Background: an optimization exercise with open tools, aiming at small area, a short achievable clock period and few clock cycles. Do not read the settings as production practice.
RTL that was checked went through simulation tests only; none was proved equivalent to the original.
Power and IR drop assume default switching activity.

Design mix_core, start of the top module:
module mix_core (
    input  wire        clk,
    input  wire        rst,
    output reg         mem_req,
    output reg         mem_we,
    output reg  [11:0] mem_addr,
    output reg  [30:0] mem_wdata,
    input  wire        mem_ack,
    input  wire [30:0] mem_rdata,
    output wire        halted,
    output reg  [2:0]  fault_kind,
    output reg  [13:0] fault_operand,
    output reg  [11:0] pc,
    output reg         ov,
    output reg  [30:0] rA,
    output reg  [30:0] rX,
    output reg  [12:0] rI1,
    output reg  [12:0] rI2,
    output reg  [12:0] rI3,
    output reg  [12:0] rI4,
    output reg  [12:0] rI5,
    output reg  [12:0] rI6
);
    localparam [2:0] F_INDEX     = 3'd1;
    localparam [2:0] F_INDEXSPEC = 3'd2;
    localparam [2:0] F_ARG       = 3'd3;
    localparam [2:0] F_OPCODE    = 3'd4;
    localparam [2:0] P_F0   = 3'd0;   
    localparam [2:0] P_FD   = 3'd1;   
    localparam [2:0] P_R    = 3'd2;   
    localparam [2:0] P_W    = 3'd3;   
    localparam [2:0] P_NF1  = 3'd4;   
    localparam [2:0] P_NF2  = 3'd5;   
    localparam [2:0] P_HALT = 3'd6;
    reg [2:0]  ph;
    reg        halt_q;
    assign halted = halt_q;
    reg [30:0] nb;         
    reg        nb_pcf;     
    reg [13:0] idx_q;      
    reg [5:0]  cur_c;      
    reg [2:0]  cur_r;      
    reg        cur_l0;     
    reg [4:0]  cur_fm;     
    reg        ex1;        
    reg        exn;        
    reg        ex2;        
    reg [2:0]  ex_r;       
    reg        add_es;     
    reg        add_s;      
    wire        n_sign = nb[30];
    wire [11:0] n_addr = nb[29:18];
    wire [5:0]  n_i    = nb[17:12];
    wire [5:0]  n_f    = nb[11:6];
    wire [5:0]  n_c    = nb[5:0];
    wire [2:0]  n_l    = n_f[5:3];
    wire [2:0]  n_r    = n_f[2:0];
    wire n_bad_i = (n_i > 6'd6);
  ...
For scale: about 2300 cells after synthesis, roughly 290 flip-flops, ~250 I/O pins.
clock: 10.0 ns
lec_check: 0
cap_margin: 20
core_margin: 2
core_utilization: 40
place_density: 0.6
slew_margin: 20
tns_end_percent: 100
standard.sh (not shown) runs the stock make flow with config.mk's settings and CLKGATE_MAP_FILE= SYNTH_SCRIPT=/design/flow/synth_recipe.tcl, a recipe that flattens the netlist after the stock synthesis.
==> flow/flow/run.sh <==
#!/bin/bash
set -euo pipefail
cd "$(dirname "$0")/.."
MARGIN=$(cat flow/margin.txt 2>/dev/null || echo 5)
bash standard.sh \
  "BUFFER_PORTS_ARGS=-buffer_cell sky130_fd_sc_hd__buf_1" \
  "SETUP_SLACK_MARGIN=${MARGIN}" \
  finish > standard_make.log 2>&1
==> flow/flow/margin.txt <==
6.5
The starting point completed with no timing, DRC or antenna violations.
Testbench counts at the start, summed over its fixed seeds: cycles 74,146.
==> next run, changes <==
==> flow/flow/margin.txt (replaced) <==
6.7
ABC_AREA = 1   (was unset)
CTS_CLUSTER_DIAMETER = 150   (was unset)
CTS_CLUSTER_SIZE = 20   (was unset)
What happened: The changed run produced a clean layout; routed wire length is higher by 7.5%; core utilization is lower by 0.79 points; power is lower by 24%; first-iteration DRC count is higher by 23%.
==> next run, changes <==
==> flow/flow/margin.txt (replaced) <==
6.5
CTS_CLUSTER_DIAMETER = unset   (was 150)
CTS_CLUSTER_SIZE = unset   (was 20)
The changed run completed without violations. Setup slack gets worse by 84 ps. Total power climbs by 18%. Clock skew decreases by 3.1 ps. Core utilization drops by 0.43 points. Hold slack is worse by 16 ps.
==> next run, changes <==
CTS_CLUSTER_DIAMETER = 150   (was unset)
CTS_CLUSTER_SIZE = 20   (was unset)
Effect: The new run went through all stages and came out clean. Setup slack degrades by 38 ps. Cell area shrinks by about 2.4%. Area after synthesis stays the same. Non-clock buffer count grows by 7. Utilization shrinks by 1.1 points.
==> next run, changes <==
CTS_CLUSTER_DIAMETER = unset   (was 150)
CTS_CLUSTER_SIZE = unset   (was 20)
TNS_END_PERCENT = 0   (was 100)
Power went up by about 18%; register-to-register slack is worse by 120 ps; global-route usage hardly moves; sequential power is about the same.


rev 12:
mix_core, a different RTL version from the one above (not shown whole).
Size in the first run: ~3100 cells after synthesis, ~290 flip-flops, about 250 I/O pins, about 20000 µm² of cells after synthesis.
==> flow/config.mk <==
export PLATFORM = sky130hd
export DESIGN_NAME = mix_core
export DESIGN_NICKNAME = mix_core
export VERILOG_FILES = /design/flow/design.v
export SDC_FILE = /design/flow/constraint.sdc
export NUM_CORES = 4
export LEC_CHECK = 0
export ABC_AREA = 1
export CAP_MARGIN = 20
export CORE_MARGIN = 2
export CORE_UTILIZATION = 60
export PLACE_DENSITY = 0.75
export SLEW_MARGIN = 20
export TNS_END_PERCENT = 100
==> flow/constraint.sdc <==
create_clock -name core_clock -period 10.0 [get_ports {clk}]
set_input_delay 2.0000 -clock core_clock [delete_from_list [all_inputs] [get_ports {clk}]]
set_output_delay 2.0000 -clock core_clock [all_outputs]
set_load 0.01 [all_outputs]
==> flow/flow/margin.txt <==
6.5
Scripts as last shown in full above: flow/flow/run.sh
Rev 12: all stages complete, timing, DRC and antenna checks passed
diff inputs: rev 12 => rev 13
diff --git a/flow/config.mk b/flow/config.mk
--- a/flow/config.mk
+++ b/flow/config.mk
@@ -9,6 +9,6 @@
 export CAP_MARGIN = 20
 export CORE_MARGIN = 2
-export CORE_UTILIZATION = 60
-export PLACE_DENSITY = 0.75
+export CORE_UTILIZATION = 40
+export PLACE_DENSITY = 0.6
 export SLEW_MARGIN = 20
 export TNS_END_PERCENT = 100
Cell count was higher in rev 13 than in rev 12. Part of the total power dissipated in combinational logic on rev 13 is down relative to rev 12. Rev 13 has global-route usage below what rev 12 had. Diff rev 12 -> rev 13: number of well taps grew by 222; via count shrank by 1121; clock latency of the later-clocked register in the worst-skew pair shrank by 0.03 ns; flip-flop and latch count held steady.
No functional check of the RTL was part of any run of this note.


Another version of the RTL of mix_core (not shown whole).
Size: about 3,100 cells after synthesis, ~290 flip-flops, roughly 20,000 µm² of cells after synthesis.
clock: 10.0 ns
lec_check: 0
abc_area: 1
cap_margin: 20
core_margin: 2
core_utilization: 40
place_density: 0.6
slew_margin: 20
tns_end_percent: 100
==> flow/flow/margin.txt <==
6
Scripts as last shown in full above: flow/flow/run.sh
The first run passed the timing, DRC and antenna checks.
Testbench counts at the start, summed over its fixed seeds: cycles 74,146.
Then changed:
==> flow/flow/margin.txt (replaced) <==
6.5
Result:
- The new run went through all stages and came out clean
- area after synthesis does not change
- via count stays flat
- total power grows by about 1.1%
- cell area goes up by about 0.55%
- utilization went up by 0.25 points
- setup slack improved by 0.21 ns
- non-clock buffer count goes up by 7
- maximum frequency goes up by about 6%


## purple
Another version of the RTL of mix_core (not shown whole).
For scale: roughly 3,000 cells after synthesis, about 20,000 um^2 of cells after synthesis.
clock: 10.0 ns
lec_check: 0
abc_area: 1
cap_margin: 20
core_margin: 2
core_utilization: 40
cts_cluster_diameter: 150
cts_cluster_size: 20
place_density: 0.6
slew_margin: 20
tns_end_percent: 100
==> flow/flow/margin.txt <==
6.5
Scripts as last shown in full above: flow/flow/run.sh
purple completed end to end with timing, DRC and antenna clean.
Setup changes, purple to orange
--- a/flow/config.mk
+++ b/flow/config.mk
@@ -11,4 +11,2 @@
 export CORE_UTILIZATION = 40
-export CTS_CLUSTER_DIAMETER = 150
-export CTS_CLUSTER_SIZE = 20
 export PLACE_DENSITY = 0.6
## What came out
orange ends up with lower wire length than purple does.
As of orange, total non-filler cell area in the finished layout had risen by a few percent compared to purple.
Worst hold slack delta (orange − purple): unfavourable
The run showing the smaller peak supply drop is purple.
Diff purple -> orange: count of multi-input gates was more or less identical, count of inverters other than clock inverters in the layout went down by 0.32%.
Function was not checked in any run of this note: the RTL went through the layout flow alone.


JK:
mix_core, a different RTL version from the one above (not shown whole).
For scale: ~2600 cells after synthesis, about 250 I/O pins.
export LEC_CHECK = 0
export ABC_AREA = 1
export CAP_MARGIN = 20
export CORE_MARGIN = 2
export CORE_UTILIZATION = 40
export CTS_CLUSTER_DIAMETER = 150
export CTS_CLUSTER_SIZE = 20
export PLACE_DENSITY = 0.6
export SLEW_MARGIN = 20
export TNS_END_PERCENT = 100
create_clock -name core_clock -period 10.0 [get_ports {clk}]
==> flow/flow/margin.txt <==
6.7
Scripts as last shown in full above: flow/flow/run.sh
Testbench counts of JK, summed over its fixed seeds: cycles 74,146.
--- input diff JK..MS ---
==> flow/flow/margin.txt <==
6.85
==> comparison <==
Delta (MS minus JK): wire length moved up, final period demand of the worst path decreased by 70 ps relative to the old numbers, leakage component of the power rose 6.8%. Total of cells resized after clock tree synthesis: higher on MS. The total length of routed met2 wires was comparable across JK and MS. Routing usage on met1 of JK is on par with MS. Register-to-register slack: MS vs JK down 40 ps. | worst setup slack after layout | MS vs JK | better |. Compared with JK, MS shows fmax that has gone up by a few percent.


Another version of the RTL of mix_core (not shown whole).
For scale: roughly 280 flip-flops, ~250 I/O pins.
==> flow/design.v (excerpt) <==
module mix_core (
    input  wire        clk,
    input  wire        rst,
    output reg         mem_req,
    output reg         mem_we,
    output reg  [11:0] mem_addr,
    output reg  [30:0] mem_wdata,
    input  wire        mem_ack,
    input  wire [30:0] mem_rdata,
    output wire        halted,
    output reg  [2:0]  fault_kind,
    output reg  [13:0] fault_operand,
    output reg  [11:0] pc,
    output reg         ov,
    output reg  [30:0] rA,
    output reg  [30:0] rX,
    output reg  [12:0] rI1,
    output reg  [12:0] rI2,
    output reg  [12:0] rI3,
    output reg  [12:0] rI4,
    output reg  [12:0] rI5,
    output reg  [12:0] rI6
);
Settings: LEC_CHECK=0, CAP_MARGIN=20, CORE_MARGIN=2, CORE_UTILIZATION=40, PLACE_DENSITY=0.6, SLEW_MARGIN=20; clock period 10.0 ns.
run.sh (not shown) runs the stock make flow with config.mk's settings and CLKGATE_MAP_FILE= SYNTH_SCRIPT=/design/flow/synth_recipe.tcl, a recipe that flattens the netlist after the stock synthesis.
Stock flow here: none of the scripts above is used.
Testbench counts at the start, summed over its fixed seeds: cycles 74,140.
Next try:
==> flow/flow/run.sh (new file) <==
#!/bin/bash
set -euo pipefail
cd "$(dirname "$0")/.."
MARGIN=$(cat flow/margin.txt 2>/dev/null || echo 5)
bash standard.sh \
  "BUFFER_PORTS_ARGS=-buffer_cell sky130_fd_sc_hd__buf_1" \
  "SETUP_SLACK_MARGIN=${MARGIN}" \
  finish > standard_make.log 2>&1
==> flow/flow/margin.txt (new file) <==
7
==> flow/standard.sh (new file) <==
#!/bin/bash
# synth_recipe.tcl (not shown) runs the flow's synth.tcl, then flattens the netlist and writes it again
# the make line also repeats each setting of config.mk as NAME=value (left out here)
make -C /OpenROAD-flow-scripts/flow DESIGN_CONFIG=/design/flow/config.mk WORK_HOME=/design/flow/orfs CLKGATE_MAP_FILE= SYNTH_SCRIPT=/design/flow/synth_recipe.tcl "${@:-finish}"
Settings changed: TNS_END_PERCENT set to 100.
removed: flow/run.sh
The changed run ran to the end with no violations.
Sequential cell count stays the same.
Power rose by about a fifth.
Final area rose by about a fifth.
Count of clock-buffer cells in the layout rose by 4.
Non-clock buffer count rose by 367.
Clock power rose by roughly a tenth.
Setup slack improved by 1.0 ns.
Routed wire length rose by a little under a tenth.
Fmax rose by a quarter to a third.
Utilization rose by 11 points.


mix_core, a different RTL version from the one above (not shown whole).
Size: roughly 290 flip-flops, roughly 250 I/O pins, roughly 0.018 mm2 of cells after synthesis.
==> flow/design.v (excerpt) <==
module mix_core (
    input  wire        clk,
    input  wire        rst,
    output reg         mem_req,
    output reg         mem_we,
    output reg  [11:0] mem_addr,
    output reg  [30:0] mem_wdata,
    input  wire        mem_ack,
    input  wire [30:0] mem_rdata,
    output wire        halted,
    output reg  [2:0]  fault_kind,
    output reg  [13:0] fault_operand,
    output reg  [11:0] pc,
    output reg         ov,
    output reg  [30:0] rA,
    output reg  [30:0] rX,
    output reg  [12:0] rI1,
    output reg  [12:0] rI2,
    output reg  [12:0] rI3,
    output reg  [12:0] rI4,
    output reg  [12:0] rI5,
    output reg  [12:0] rI6
);
export LEC_CHECK = 0
export ABC_AREA = 1
export CAP_MARGIN = 20
export CORE_MARGIN = 2
export CORE_UTILIZATION = 40
export PLACE_DENSITY = 0.6
export SLEW_MARGIN = 20
export TNS_END_PERCENT = 100
create_clock -name core_clock -period 10.0 [get_ports {clk}]
standard.sh (not shown) runs the stock make flow with config.mk's settings and CLKGATE_MAP_FILE= SYNTH_SCRIPT=/design/flow/synth_recipe.tcl, a recipe that flattens the netlist after the stock synthesis.
==> flow/flow/run.sh <==
#!/bin/bash
set -euo pipefail
cd "$(dirname "$0")/.."
MARGIN=$(cat flow/margin.txt 2>/dev/null || echo 5)
bash standard.sh \
  "BUFFER_PORTS_ARGS=-buffer_cell sky130_fd_sc_hd__buf_1" \
  "SETUP_SLACK_MARGIN=${MARGIN}" \
  finish > standard_make.log 2>&1
==> flow/flow/margin.txt <==
6.5
Testbench counts at the start, summed over its fixed seeds: cycles 74,146.
Next try:
==> flow/flow/margin.txt (replaced) <==
6.7
- CTS_CLUSTER_DIAMETER: default -> 150
- CTS_CLUSTER_SIZE: default -> 20
Outcome: Via count grows by 1.1%. Power went down by 15%. Worst hold slack is better by 0.0039 ns. Wire length is about the same. Cell count goes up by 0.44%. Critical path depth stays the same. Cell area barely changes.

-- port drivers added, routing unchanged --
The results above use ideal ports. As a check the final layouts listed here were re-extracted and re-timed, cells and wires unchanged.
Step 1 (the two cells are an assumption about what drives the block):
set clk [get_ports {clk}]
set_driving_cell -lib_cell sky130_fd_sc_hd__clkbuf_16 $clk
set_driving_cell -lib_cell sky130_fd_sc_hd__buf_2 [delete_from_list [all_inputs] $clk]
Step 2 adds t to the input delays and takes it off the output delays; t is the mean of the earliest and latest rising clock arrival at the registers after step 1. Input paths then give back, and output paths get back, about the clock's delay inside the block.
Three values: ideal ports, drivers, drivers and shift; two values: the first two.
| run | t, ns | setup slack, ns | hold WS [ns] |
|---|---|---|---|
| the first run of note 1 | 0.610 | 6.235 / 6.235 / 6.080 | 0.473 / 0.473 / 0.473 |
| the second run of note 1 | 0.611 | 6.602 / 6.583 / 6.138 | 0.482 / 0.482 / 0.482 |
| the third run of note 1 | 0.624 | 6.518 / 6.455 / 5.989 | 0.466 / 0.466 / 0.466 |
| the fourth run of note 1 | 0.605 | 6.480 / 6.412 / 6.003 | 0.474 / 0.474 / 0.474 |
| the fifth run of note 1 | 0.603 | 6.391 / 6.391 / 5.957 | 0.474 / 0.474 / 0.474 |
| rev 12 | 0.639 | 6.507 / 6.469 / 6.027 | 0.484 / 0.484 / 0.484 |
| rev 13 | 0.610 | 6.469 / 6.409 / 6.095 | 0.479 / 0.479 / 0.479 |
| the first run of note 3 | 0.625 | 6.260 / 6.260 / 5.721 | 0.482 / 0.482 / 0.482 |
| the second run of note 3 | 0.603 | 6.467 / 6.403 / 6.043 | 0.492 / 0.492 / 0.492 |
| purple | 0.621 | 6.228 / 6.228 / 5.971 | 0.462 / 0.462 / 0.462 |
| orange | 0.623 | 6.166 / 6.166 / 5.957 | 0.453 / 0.453 / 0.453 |
| JK | 0.605 | 6.668 / 6.609 / 6.218 | 0.441 / 0.441 / 0.441 |
| MS | 0.607 | 6.738 / 6.738 / 6.334 | 0.459 / 0.459 / 0.459 |
| the first run of note 6 | 0.607 | 5.459 / 5.459 / 5.213 | 0.487 / 0.487 / 0.487 |
| the second run of note 6 | 0.607 | 6.480 / 6.480 / 6.146 | 0.486 / 0.486 / 0.486 |
| the first run of note 7 | 0.629 | 6.481 / 6.426 / 6.074 | 0.478 / 0.478 / 0.478 |
| the second run of note 7 | 0.590 | 6.666 / 6.612 / 6.241 | 0.482 / 0.482 / 0.482 |
After both steps every run listed still meets setup and hold. The setup slack of the first run of note 3, which loses most, moves by 0.000 ns with the drivers and by -0.539 ns with both steps.
